Context: an optimization exercise on an open-source flow, tuned for small area. The choices shown serve that exercise and are no tape-out recipe. In this exercise RTL edits were held to simulation tests only and were not proved equivalent to the original. Power is estimated from default activity; no workload was simulated.

==> design.v <==
module somfy_remote (
    input  wire        CLK,
    input  wire        RST_N,
    input  wire        CFG_RESET_ON_START,
    input  wire        REQ_VALID,
    input  wire [7:0]  REQ_LEN,
    input  wire [7:0]  REQ_DATA,
    input  wire [2:0]  REQ_SEL,
    output wire        REQ_READY,
    output wire [1:0]  MODE,
    output wire        BUSY,
    output wire        ONLINE,
    output wire        OUT_VALID,
    output wire [1:0]  OUT_KIND,
    output wire [2:0]  OUT_CODE,
    output wire [3:0]  OUT_BTN,
    output wire [23:0] OUT_IDENT,
    output wire [7:0]  OUT_CHAR,
    output wire        ACK_VALID,
    output wire [23:0] ACK_IDENT,
    output wire [7:0]  ACK_CHAR,
    output wire [2:0]  NVM_ADDR,
    output wire        NVM_RE,
    output wire        NVM_WE,
    output wire [32:0] NVM_WDATA,
    input  wire [32:0] NVM_RDATA,
    input  wire        NVM_DONE,
    input  wire        NVM_OK,
    output wire        RADIO_TX_REQ,
    input  wire        RADIO_TX_OK,
    output wire        RADIO_STBY_REQ,
    input  wire        RADIO_READY,
    output wire        LINE
);
    localparam integer NDEV = 4;
    function [23:0] reg_ident(input [1:0] i);
        case (i)
            2'd0: reg_ident = 24'h184623;
            2'd1: reg_ident = 24'hA5C3F0;
            2'd2: reg_ident = 24'h000000;
            default: reg_ident = 24'h7E0913;
        endcase
    endfunction
    function [31:0] reg_default(input [1:0] i);
        case (i)
            2'd0: reg_default = 32'h00000001;
            2'd1: reg_default = 32'h0000FFFF;
            2'd2: reg_default = 32'hFFFFFFFF;
            default: reg_default = 32'h00000000;
        endcase
    endfunction
    function [2:0] reg_key(input [1:0] i);
        case (i)
            2'd0: reg_key = 3'd2;
            2'd1: reg_key = 3'd0;
            2'd2: reg_key = 3'd7;
            default: reg_key = 3'd4;
        endcase
    endfunction
    localparam [1:0] M_INIT = 2'd0, M_SERVING = 2'd1, M_INIT_FAILED = 2'd2;
    localparam [1:0] K_NONE = 2'd0, K_ACCEPTED = 2'd1, K_REJECTED = 2'd2, K_FAILED = 2'd3;
    localparam [2:0] E_NONE = 3'd0, E_INVALID = 3'd1, E_UNKNOWN = 3'd2,
                     E_PERSIST = 3'd3, E_TXUNAVAIL = 3'd4;
    localparam [4:0] P_I_START    = 5'd0,
                     P_I_RESET    = 5'd1,
                     P_I_DONE     = 5'd2,
                     P_S_IDLE     = 5'd3,
                     P_S_VALIDATE = 5'd4,
                     P_S_READ     = 5'd5,
                     P_S_ENCODE   = 5'd6,
                     P_S_PERSIST  = 5'd7,
                     P_S_ACK      = 5'd8,
                     P_S_ABORT    = 5'd9,
                     P_T_ON       = 5'd10,
                     P_T_WAKE_H   = 5'd11,
                     P_T_WAKE_L   = 5'd12,
                     P_T_HWS_H    = 5'd13,
                     P_T_HWS_L    = 5'd14,
                     P_T_SWS_H    = 5'd15,
                     P_T_SWS_L    = 5'd16,
                     P_T_BIT_A    = 5'd17,
                     P_T_BIT_B    = 5'd18,
                     P_T_SIL      = 5'd19,
                     P_T_OFF      = 5'd20,
                     P_T_GAP      = 5'd21;
    localparam [16:0] D_WAKE_H = 17'd9415;
    localparam [16:0] D_WAKE_L = 17'd89565;
    localparam [16:0] D_HWS    = 17'd2560;
    localparam [16:0] D_SWS_H  = 17'd4550;
    localparam [16:0] D_SYMBOL = 17'd640;
    localparam [16:0] D_SIL    = 17'd30415;
    reg [4:0]  phase;
    reg [1:0]  mode_q;
    reg        busy_q;
    reg        out_valid_q;
    reg [1:0]  out_kind_q;
    reg [2:0]  out_code_q;
    reg [3:0]  out_btn_q;
    reg [23:0] out_ident_q;
    reg [7:0]  out_char_q;
    reg        line_q;
    reg [16:0] dcnt;
    reg [2:0]  initi;
    reg [7:0]  rlen;
    reg [7:0]  rdata;
    reg [2:0]  rsel;
    reg [1:0]  dev;
    reg [3:0]  btn;
    reg [31:0] ctr;
    reg [31:0] next_ctr;
    reg [7:0]  frame [0:6];
    reg [1:0]  txk;
    reg [2:0]  hwn;
    reg [5:0]  biti;
    reg        radio_used;
    reg [2:0]  abort_code;
    reg       cmd_valid;
    reg [3:0] cmd_btn;
    always @(*) begin
        cmd_valid = 1'b0;
        cmd_btn   = 4'h0;
        if (rlen == 8'd1) begin
            case (rdata)
                8'h75: begin cmd_valid = 1'b1; cmd_btn = 4'h2; end  
                8'h73: begin cmd_valid = 1'b1; cmd_btn = 4'h1; end  
                8'h64: begin cmd_valid = 1'b1; cmd_btn = 4'h4; end  
                8'h70: begin cmd_valid = 1'b1; cmd_btn = 4'h8; end  
                default: ;
            endcase
        end
    end
    wire [7:0] req_char = (rlen == 8'd1) ? rdata : 8'h00;
    wire [23:0] dev_ident = reg_ident(dev);
    reg [7:0] plain [0:6];
    reg [7:0] obf   [0:6];
    reg [3:0] cks;
    integer   fi;
    always @(*) begin
        plain[0] = 8'hA7;
        plain[1] = {btn, 4'h0};
        plain[2] = ctr[15:8];
        plain[3] = ctr[7:0];
        plain[4] = dev_ident[23:16];
        plain[5] = dev_ident[15:8];
        plain[6] = dev_ident[7:0];
        cks = 4'h0;
        for (fi = 0; fi < 7; fi = fi + 1)
            cks = cks ^ plain[fi][7:4] ^ plain[fi][3:0];
        plain[1] = plain[1] | {4'h0, cks};
        obf[0] = plain[0];
        for (fi = 1; fi < 7; fi = fi + 1)
            obf[fi] = obf[fi-1] ^ plain[fi];
    end
    wire [55:0] fr56 = {frame[0], frame[1], frame[2], frame[3],
                        frame[4], frame[5], frame[6]};
    wire cur_bit = fr56[biti];
    assign REQ_READY      = ~busy_q;
    assign MODE           = mode_q;
    assign BUSY           = busy_q;
    assign ONLINE         = (mode_q == M_SERVING);
    assign OUT_VALID      = out_valid_q;
    assign OUT_KIND       = out_kind_q;
    assign OUT_CODE       = out_code_q;
    assign OUT_BTN        = out_btn_q;
    assign OUT_IDENT      = out_ident_q;
    assign OUT_CHAR       = out_char_q;
    assign ACK_VALID      = (phase == P_S_ACK);
    assign ACK_IDENT      = dev_ident;
    assign ACK_CHAR       = rdata;
    assign NVM_RE         = (phase == P_S_READ);
    assign NVM_WE         = (phase == P_S_PERSIST) || (phase == P_I_RESET);
    assign NVM_ADDR       = (phase == P_I_RESET) ? reg_key(initi[1:0]) : reg_key(dev);
    assign NVM_WDATA      = (phase == P_I_RESET) ? {1'b1, reg_default(initi[1:0])}
                                                 : {1'b1, next_ctr};
    assign RADIO_TX_REQ   = (phase == P_T_ON);
    assign RADIO_STBY_REQ = (phase == P_T_OFF) || ((phase == P_S_ABORT) && radio_used);
    assign LINE           = line_q;
    task finish(input [1:0] kind, input [2:0] code);
        begin
            out_kind_q  <= kind;
            out_code_q  <= (kind == K_ACCEPTED) ? E_NONE : code;
            out_btn_q   <= (kind == K_ACCEPTED) ? btn : 4'h0;
            out_ident_q <= (kind == K_ACCEPTED) ? dev_ident : 24'h0;
            out_char_q  <= req_char;
            out_valid_q <= 1'b1;
            busy_q      <= 1'b0;
            phase     <= P_S_IDLE;
        end
    endtask
    task seg(input [4:0] ph, input level, input [16:0] d);
        begin
            phase <= ph;
            line_q  <= level;
            dcnt  <= d - 17'd1;
        end
    endtask
    always @(posedge CLK) begin
        if (!RST_N) begin
            phase     <= P_I_START;
            mode_q      <= M_INIT;
            busy_q      <= 1'b1;
            out_valid_q <= 1'b0;
            out_kind_q  <= K_NONE;
            out_code_q  <= E_NONE;
            out_btn_q   <= 4'h0;
            out_ident_q <= 24'h0;
            out_char_q  <= 8'h0;
            line_q      <= 1'b0;
            dcnt      <= 17'd0;
            initi     <= 3'd0;
        end else begin
            case (phase)
                P_I_START: begin
                    initi <= 3'd0;
                    if (CFG_RESET_ON_START)
                        phase <= P_I_RESET;
                    else
                        phase <= P_I_DONE;
                end
                P_I_RESET: begin
                    if (NVM_DONE) begin
                        if (!NVM_OK) begin
                            mode_q  <= M_INIT_FAILED;
                            busy_q  <= 1'b0;
                            phase <= P_S_IDLE;
                        end else if (initi == 3'd3) begin
                            phase <= P_I_DONE;
                        end else begin
                            initi <= initi + 3'd1;
                        end
                    end
                end
                P_I_DONE: begin
                    mode_q  <= M_SERVING;
                    busy_q  <= 1'b0;
                    phase <= P_S_IDLE;
                end
                P_S_IDLE: begin
                    if (REQ_VALID && !busy_q) begin
                        rlen      <= REQ_LEN;
                        rdata     <= REQ_DATA;
                        rsel      <= REQ_SEL;
                        busy_q      <= 1'b1;
                        out_valid_q <= 1'b0;
                        phase     <= P_S_VALIDATE;
                    end
                end
                P_S_VALIDATE: begin
                    btn  <= cmd_btn;
                    dev  <= rsel[1:0];
                    radio_used <= 1'b0;
                    if (!cmd_valid)
                        finish(K_REJECTED, E_INVALID);
                    else if (rsel[2])
                        finish(K_REJECTED, E_UNKNOWN);
                    else if (mode_q == M_INIT_FAILED)
                        finish(K_FAILED, E_PERSIST);
                    else if (!RADIO_READY)
                        finish(K_FAILED, E_TXUNAVAIL);
                    else
                        phase <= P_S_READ;
                end
                P_S_READ: begin
                    if (NVM_DONE) begin
                        ctr   <= NVM_RDATA[32] ? NVM_RDATA[31:0] : reg_default(dev);
                        phase <= P_S_ENCODE;
                    end
                end
                P_S_ENCODE: begin
                    for (fi = 0; fi < 7; fi = fi + 1)
                        frame[fi] <= obf[fi];
                    next_ctr <= ctr + 32'd1;
                    phase    <= P_S_PERSIST;
                end
                P_S_PERSIST: begin
                    if (NVM_DONE) begin
                        if (NVM_OK) begin
                            txk   <= 2'd0;
                            phase <= P_T_ON;
                        end else begin
                            abort_code <= E_PERSIST;
                            phase      <= P_S_ABORT;
                        end
                    end
                end
                P_S_ACK: begin
                    finish(K_ACCEPTED, E_NONE);
                end
                P_S_ABORT: begin
                    line_q <= 1'b0;
                    finish(K_FAILED, abort_code);
                end
                P_T_ON: begin
                    radio_used <= 1'b1;
                    if (!RADIO_TX_OK) begin
                        abort_code <= E_TXUNAVAIL;
                        phase      <= P_S_ABORT;
                    end else if (txk == 2'd0) begin
                        seg(P_T_WAKE_H, 1'b1, D_WAKE_H);
                    end else begin
                        hwn <= 3'd7;
                        seg(P_T_HWS_H, 1'b1, D_HWS);
                    end
                end
                P_T_OFF: begin
                    line_q <= 1'b0;
                    if (txk < 2'd2)
                        phase <= P_T_GAP;
                    else
                        phase <= P_S_ACK;
                end
                P_T_GAP: begin
                    txk   <= txk + 2'd1;
                    phase <= P_T_ON;
                end
                default: begin
                    if (dcnt != 17'd0) begin
                        dcnt <= dcnt - 17'd1;
                    end else begin
                        case (phase)
                            P_T_WAKE_H: seg(P_T_WAKE_L, 1'b0, D_WAKE_L);
                            P_T_WAKE_L: begin
                                hwn <= 3'd2;
                                seg(P_T_HWS_H, 1'b1, D_HWS);
                            end
                            P_T_HWS_H: begin
                                hwn <= hwn - 3'd1;
                                seg(P_T_HWS_L, 1'b0, D_HWS);
                            end
                            P_T_HWS_L: begin
                                if (hwn != 3'd0)
                                    seg(P_T_HWS_H, 1'b1, D_HWS);
                                else
                                    seg(P_T_SWS_H, 1'b1, D_SWS_H);
                            end
                            P_T_SWS_H: seg(P_T_SWS_L, 1'b0, D_SYMBOL);
                            P_T_SWS_L: begin
                                biti <= 6'd55;
                                seg(P_T_BIT_A, ~fr56[55], D_SYMBOL);
                            end
                            P_T_BIT_A: seg(P_T_BIT_B, cur_bit, D_SYMBOL);
                            P_T_BIT_B: begin
                                if (biti != 6'd0) begin
                                    biti <= biti - 6'd1;
                                    seg(P_T_BIT_A, ~fr56[biti - 6'd1], D_SYMBOL);
                                end else begin
                                    seg(P_T_SIL, 1'b0, D_SIL);
                                end
                            end
                            P_T_SIL: begin
                                line_q  <= 1'b0;
                                phase <= P_T_OFF;
                            end
                            default: begin
                                line_q  <= 1'b0;
                                phase <= P_S_IDLE;
                            end
                        endcase
                    end
                end
            endcase
        end
    end
endmodule
==> run.sh <==
#!/bin/bash
# synth_recipe.tcl (not shown) runs the flow's synth.tcl, then flattens the netlist and writes it again
# the make line also repeats each setting of config.mk as NAME=value (left out here)
make -C /OpenROAD-flow-scripts/flow DESIGN_CONFIG=/design/flow/config.mk WORK_HOME=/design/flow/orfs CLKGATE_MAP_FILE= SYNTH_SCRIPT=/design/flow/synth_recipe.tcl finish
==> config.mk <==
export PLATFORM = sky130hd
export DESIGN_NAME = somfy_remote
export DESIGN_NICKNAME = somfy_remote
export VERILOG_FILES = /design/flow/design.v
export SDC_FILE = /design/flow/constraint.sdc
export NUM_CORES = 4
export LEC_CHECK = 0
export CAP_MARGIN = 20
export CORE_MARGIN = 2
export CORE_UTILIZATION = 40
export SLEW_MARGIN = 20
==> constraint.sdc <==
create_clock -name core_clock -period 10.0 [get_ports {CLK}]
set_input_delay 2.0000 -clock core_clock [delete_from_list [all_inputs] [get_ports {CLK}]]
set_output_delay 2.0000 -clock core_clock [all_outputs]
set_load 0.01 [all_outputs]
==> run notes <==
[critical path: cells and delay by family (launching register included)]
kind                   cells  cell delay [ps]
AND/OR/NAND/NOR            2             1200
flip-flops                 1              980
AO/OA/AOI/OAI              1              150
buffers and inverters      2              830
[power by group through the flow]
stage	registers [mW]	clock network, mW	logic [mW]
floorplan	1.05	0	1.06
global placement	1.06	0	1.47
detailed placement	1.07	0	1.48
CTS	1.05	0.713	1.49
global route	1.06	0.740	1.65
finish	1.05	0.701	1.49
[layer usage]
| layer | GRT usage [%] | vias up |
|---|---|---|
| met5 | 0 | - |
| met4 | 4.61 | 0 |
| met3 | 4.49 | 26 |
| met2 | 31.3 | 267 |
| met1 | 27.4 | 3976 |
| li1 | - | 4038 |
[registers in the layout (all words and copies together) (netlist names), 4 cells and up]
name	cells
phase	5
rlen	8
next_ctr	32
out_ident_q	6
out_btn_q	4
rdata	8
out_char_q	8
ctr	32
frame	44
biti	6
btn	4
dcnt	17
[worst max-delay path by stage]
stage / end / cells after the start / from / slack, ps
CTS: NVM_WDATA[11] / 5 / phase[0] / 4410
finish: NVM_WDATA[17] / 5 / phase[0] / 4390
global route: NVM_WDATA[19] / 5 / phase[0] / 4160
floorplan: frame[1][0] / 2 / RST_N / 1800
detailed placement: NVM_WDATA[11] / 5 / phase[0] / 4900
global placement: NVM_WDATA[24] / 5 / phase[0] / 5000
[stage by stage]
step                instance area (um^2)  total power [mW]
floorplan                          11200              2.11
global placement                   12900              2.54
detailed placement                 12900              2.54
CTS                                13500              3.25
global route                       13500              3.45
finish                             13500              3.24
[area by class of cell]
type,instances,area share (%)
Multi-Input combinational cell,738,37.2
Tap cell,378,3.50
Sequential cell,200,40.5
Clock inverter,14,1.26
Inverter,36,0.999
Timing Repair Buffer,185,13.4
Clock buffer,18,3.17
[cell usage after synthesis, types with 19 or more instances]
cell,count,area share [%]
edfxtp_1,147,40
nand2_1,128,4.3
nor2_1,78,2.6
dfxtp_1,53,9.5
a21oi_1,48,2.2
xnor2_1,46,3.6
clkbuf_1,45,1.5
nand3_1,41,1.8
buf_4,39,2.6
a21o_1,37,2.5
inv_1,35,1.2
o21ai_0,34,1.5
xor2_1,33,2.6
nor3_1,21,0.94
mux4_2,20,4.0
ha_1,19,2.1
[cell families (layout without fill, tap and decap cells)]
kind of cell    Yosys count  after routing  share of synthesized area [%]
mux                      38             38                           5.72
simple gates            384            384                           17.5
xor+xnor                 83             83                           6.79
flops                   200            200                           49.1
other cells               2              9                         0.0674
fa+ha+maj                19             19                           2.13
buf+inv                 139            253                           6.24
compound gates          205            205                           12.4
==> run notes <==
vias in the first global route 8071; fraction of registers with async set/reset 0%; clock insertion delay at the later pin of the skew report 440 ps; row cnt 61; Worst-path clk slew 80 ps; worst path required time 8000 ps; Core ar. 27600 um^2; detailed placer's ending HPWL 20700 um; max incr delay on CP 980 ps; R2R depth 8; DR pass1 iterations 5; Longest Clk Path Bufs 2; most common cell after layout, fill and taps aside clkdlybuf4s50_1; area grow syn2layout 21.4%; Placer Congestion 0.861; Setup Skew between 15 and 20 ps; FF-to-FF End line_q; hold-fix buffers at CTS 0; Final min period 5610 ps; Die X-Extent 171 um; peak supply drop roughly 140 uV; clock root cell clkbuf_16; antenna cells 0; total global-route track usage between 10% and 20%; I/O Pins 181; # fillers 2569; CP max-delay cell dfxtp_1; flop2flop setup slack 6910 ps; hold_sp rsel[1]; Sink Count 200; clock power share a little over a fifth; hold_ws 453 ps; area of the multi-input gates 5030 um^2; Max Fclk between 150 and 200 MHz; post-CTS resize count 0; largest net degree at the start of global routing 77; slew margin rel. about a third; Crit. End Element output port; setup slack after layout 4390 ps; Hold EP dev[1]; RR Startpoint biti[1]; Worst Setup Path Type flip-flop to output port; vias per std cell 5.29; worst endpoint data arrival time 3610 ps; most frequent cells in the layout clkdlybuf4s50_1 (171), edfxtp_1 (147), nand2_1 (128); status no timing/DRC/antenna violations; # setup viols final 0; fin crit share 56.1%; Comb power frac 46.0%; overflow left after global routing 0; CTS H-tree lvls 4; Reg area 5480 um^2; die area 29200 um^2; wire per inst 18.2 um; Yosys Warn Count 4; internal power 1.93 mW; leakage power 4.99 nW; nets ~1300; CTS tree done; met3 wire len 1780 um; TNS Setup 0 ps; initial DRC count around 650; starting density of the core between 40% and 50%; post-synthesis sequential area ratio between 40% and 50%; Hold Path Depth 0; MaxCap Viol Count 0; Vias 8307; Synth Register Bits 200; Worst-Margin Slew 985 ps; unrepaired setup endpoints after global routing no; Final Util 49.0%; setup bufs post-CTS 0; first-pass GRT wire length 44600 um; Post-Place Cells approximately 1500; sequential share of power 32.4%; metal2 WL 13400 um; share of layout cells above drive strength 1 8.48%; DRC viols 0; routed wire length 28600 um; P_sw 1.31 mW; Netlist Area Pre-Place 11100 um^2; CTS buffer count 17; Synth cell types 79; routed metal-1 wire length about 13000 um; chip height 171 um; Final Hold Fails 0; EDFF count, synth 147; Setup WS pre-CTS 4900 ps; CP max FO 29; hold crit path type flip-flop to flip-flop; Startpoint Class flip-flop; Synth Flop Type edfxtp_1; Highest Signal Layer met4; Mean Syn Cell Area 10.4 um^2; Syn Inst Count 1070; initial antenna violation count 0; PortBufs roughly 170; Final Max Slew Viols 0; Post-DRT Antenna Nets 0; sw frac 40.6%; CP cell instances inv_1, nor3_2, and3_1, a21o_1, clkdlybuf4s50_1; Power per Cell Area 240 nW/um^2; Post-Layout Cell Count ~1600

-- afterwards: timing with drivers on the ports --
In the flow no input, the clock included, has a driving cell. The finished layout below was timed again as built, in two steps.
Step 1 sets driving cells, clkbuf_16 on the clock port and buf_2 on the other inputs (assumed; they add their load-dependent delay and slew).
Step 2 adds t to the input delays and takes it off the output delays; t is the mean of the earliest and latest rising clock arrival at the registers after step 1. Input paths then give back, and output paths get back, about the clock's delay inside the block.
a / b / c = no drivers / after step 1 / after step 2; a / b = the first two.
t, ns: 0.475
setup WS [ns]: 4.389 / 4.342 / 4.817
latest minus earliest clock arrival (ns): 0.021 / 0.021
worst slew at a driven data input, ns: 0.05
After both steps this run still meets setup and hold. The setup slack of this run moves by -0.047 ns with the drivers and by +0.428 ns with both steps.
